This is an optimization exercise on Yosys and OpenROAD, whose aim is small area, a short achievable clock period and few clock cycles, not a production implementation. Function was checked by simulation only, so behaviour that the tests miss may differ from the original. No activity file was given, so power comes from the tool's default toggle rates.

old:
==> flow/design.v (excerpt) <==
module rle_encoder (
    input  wire       clk,
    input  wire       rst,           
    input  wire       in_valid,
    output wire       in_ready,
    input  wire [7:0] in_data,
    input  wire       in_last,
    output wire       out_valid,
    input  wire       out_ready,
    output reg  [7:0] out_data,
    output reg        out_last
);
For scale: about 4200 cells after synthesis, about 2500 flip-flops, ~65000 sq um of cells after synthesis.
export LEC_CHECK = 0
export CAP_MARGIN = 60
export CORE_MARGIN = 2
export CORE_UTILIZATION = 40
export CTS_BUF_LIST = sky130_fd_sc_hd__clkbuf_16
export CTS_CLUSTER_DIAMETER = 50
export CTS_CLUSTER_SIZE = 16
export SLEW_MARGIN = 60
create_clock -name core_clock -period 10.0 [get_ports {clk}]
standard.sh (not shown) runs the stock make flow with config.mk's settings and CLKGATE_MAP_FILE= SYNTH_SCRIPT=/design/flow/synth_recipe.tcl, a recipe that flattens the netlist after the stock synthesis.
==> flow/flow/run.sh <==
#!/bin/bash
# The standard layout (standard.sh), with the port buffers that ORFS inserts
# before global placement made of sky130_fd_sc_hd__buf_4 cells instead of the
# cell buffer_ports picks by itself. Everything else is the standard flow's own flow.
set -euo pipefail
export BUFFER_PORTS_ARGS="-buffer_cell sky130_fd_sc_hd__buf_4"
bash standard.sh > standard.log 2>&1
Testbench counts of old, summed over its fixed seeds: cycles 40,244.
#### Input delta (new over old)
- a change of CTS_BUF_LIST from sky130_fd_sc_hd__clkbuf_16 to sky130_fd_sc_hd__clkbuf_8
==> comparison <==
new against old: number of antenna diodes +5, share of final layout cell area taken by non-clock buffers ~0 delta, clock distribution area overhead in the final layout -2.9 points, fraction of met2 tracks used by global routing ~0 delta, source-to-sink clock delay at the later pin of the worst-skew pair +140 ps.
Area added between synthesis and finish was lower in new than in old.
| sequential share of layout area | higher: new |


run A:
rle_encoder, a different RTL version from the one above (not shown whole).
For scale: about 4,200 cells after synthesis, ~2,500 flip-flops, about 24 I/O pins, about 0.065 mm^2 of cells after synthesis.
==> flow/config.mk <==
export PLATFORM = sky130hd
export DESIGN_NAME = rle_encoder
export DESIGN_NICKNAME = rle_encoder
export VERILOG_FILES = /design/flow/design.v
export SDC_FILE = /design/flow/constraint.sdc
export NUM_CORES = 4
export LEC_CHECK = 0
export CAP_MARGIN = 60
export CORE_MARGIN = 2
export CORE_UTILIZATION = 40
export CTS_BUF_LIST = sky130_fd_sc_hd__clkbuf_8
export CTS_CLUSTER_DIAMETER = 50
export CTS_CLUSTER_SIZE = 16
export SLEW_MARGIN = 60
==> flow/constraint.sdc <==
create_clock -name core_clock -period 10.0 [get_ports {clk}]
set_input_delay 2.0000 -clock core_clock [delete_from_list [all_inputs] [get_ports {clk}]]
set_output_delay 2.0000 -clock core_clock [all_outputs]
set_load 0.01 [all_outputs]
==> flow/flow/run.sh <==
#!/bin/bash
# The standard layout (standard.sh), with the port buffers that ORFS inserts
# before global placement made of sky130_fd_sc_hd__buf_4 cells instead of the
# cell buffer_ports picks by itself. Everything else is the standard flow's own flow.
set -euo pipefail
export BUFFER_PORTS_ARGS="-buffer_cell sky130_fd_sc_hd__buf_4"
export SETUP_SLACK_MARGIN=6.7
bash standard.sh > standard.log 2>&1
Run A: full flow OK, the timing, design-rule and antenna checks passed
Testbench counts of run A, summed over its fixed seeds: cycles 40,244.
What run B does differently from run A at the input level:
--- a/flow/flow/run.sh
+++ b/flow/flow/run.sh
@@ -5,4 +5,3 @@
 set -euo pipefail
 export BUFFER_PORTS_ARGS="-buffer_cell sky130_fd_sc_hd__buf_4"
-export SETUP_SLACK_MARGIN=6.7
 bash standard.sh > standard.log 2>&1
Notes after the runs:
End point of the critical path = out_data[5]: run A; end point of the critical path = in_ready: run B
Diff run A -> run B | number of detailed-routing iterations run before antenna repair | decrease of 1
~same layout-stage area growth over the synthesis result in run A and run B
The run showing the smaller relative max-transition margin is run A.
Re total I/O pin count: no difference whatsoever between run A and run B.
Run A and run B ended up with nearly the same sequential share of layout area.
Post-route cell area delta (run A -> run B): insignificant
Row sequential share of power: run B lower / run A higher
Final wirelength sits higher in run B than in run A.
Going from run A to run B, transition time at the pin with the least slew margin now smaller, power grew by 150 uW.
In the tables for run A and run B, post-detailed-route via-to-cell ratio reads higher with run B.
Inputs modified between run B and run C:
- swapping 60 for 20 in CAP_MARGIN
- swapping 60 for 20 in SLEW_MARGIN
[summary]
Run C: proportion of final cell area spent on non-clock buffers is 0.61 points lower than what run B reported.
Looking at classification of the worst setup path, the flip-flop to flip-flop result is from run C; the flip-flop to output pin one comes from run B.
For run C, the termination of the worst setup path was tsel[63], unlike run B, where it was in_ready.
Compared with run B, in run C cell count shrank by 43, final-layout fill cell count shows an increase of 59, wire length went down 830 um.
Taking run B as the reference, in run C utilization of the core after routing fell by 0.37 points; final setup slack of the worst path fell by 0.31 ns; vias after detailed routing fell by about 1.6%; post-layout total power fell by 190 uW.
Diff run B and run C: worst hold slack lower in run B
Input changes introduced in run D (baseline for comparison: run C):
- CAP_MARGIN: 20 -> 80
- SLEW_MARGIN: 20 -> 80
## What came out
The final reports for run D and run C show global-route usage higher in the former.
Worst relative slew slack for run D: 52 points up relative to run C
Between run C and run D, count of vias placed by the detailed router is lower for run C, run D comes in above that.
Run D vs run C on worst-case setup margin in the final layout: run D is the higher one.
For the design area, run D came in about 4% higher than run C did.

## port drivers added, routing unchanged
The flow's constraints put no driver on any port. The routed layouts listed below were extracted and timed again, unchanged, in two steps.
Step 1 sets driving cells, clkbuf_16 on the clock port and buf_2 on the other inputs (assumed; they add their load-dependent delay and slew).
Step 2 adds t to the input delays and takes it off the output delays; t is the mean of the earliest and latest rising clock arrival at the registers after step 1. Input paths then give back, and output paths get back, about the clock's delay inside the block.
Slacks: ideal / step 1 / step 2; pairs: ideal / step 1.
run	t, ns	setup slack, ns	worst setup path at the end	worst slew at a driven data input, ns	cell pins on the clock port's net
old	0.867	6.607 / 6.607 / 6.607	register to register	0.06	1
new	0.994	6.553 / 6.485 / 6.581	register to register	0.06	1
run A	1.007	6.535 / 6.462 / 6.684	register to register	0.08	1
run B	0.999	6.529 / 6.458 / 6.614	register to register	0.08	1
run C	0.996	6.215 / 6.215 / 6.215	register to register	0.08	1
run D	1.010	6.512 / 6.473 / 6.512	register to register	0.07	1
After both steps setup and hold are still met in every run listed.
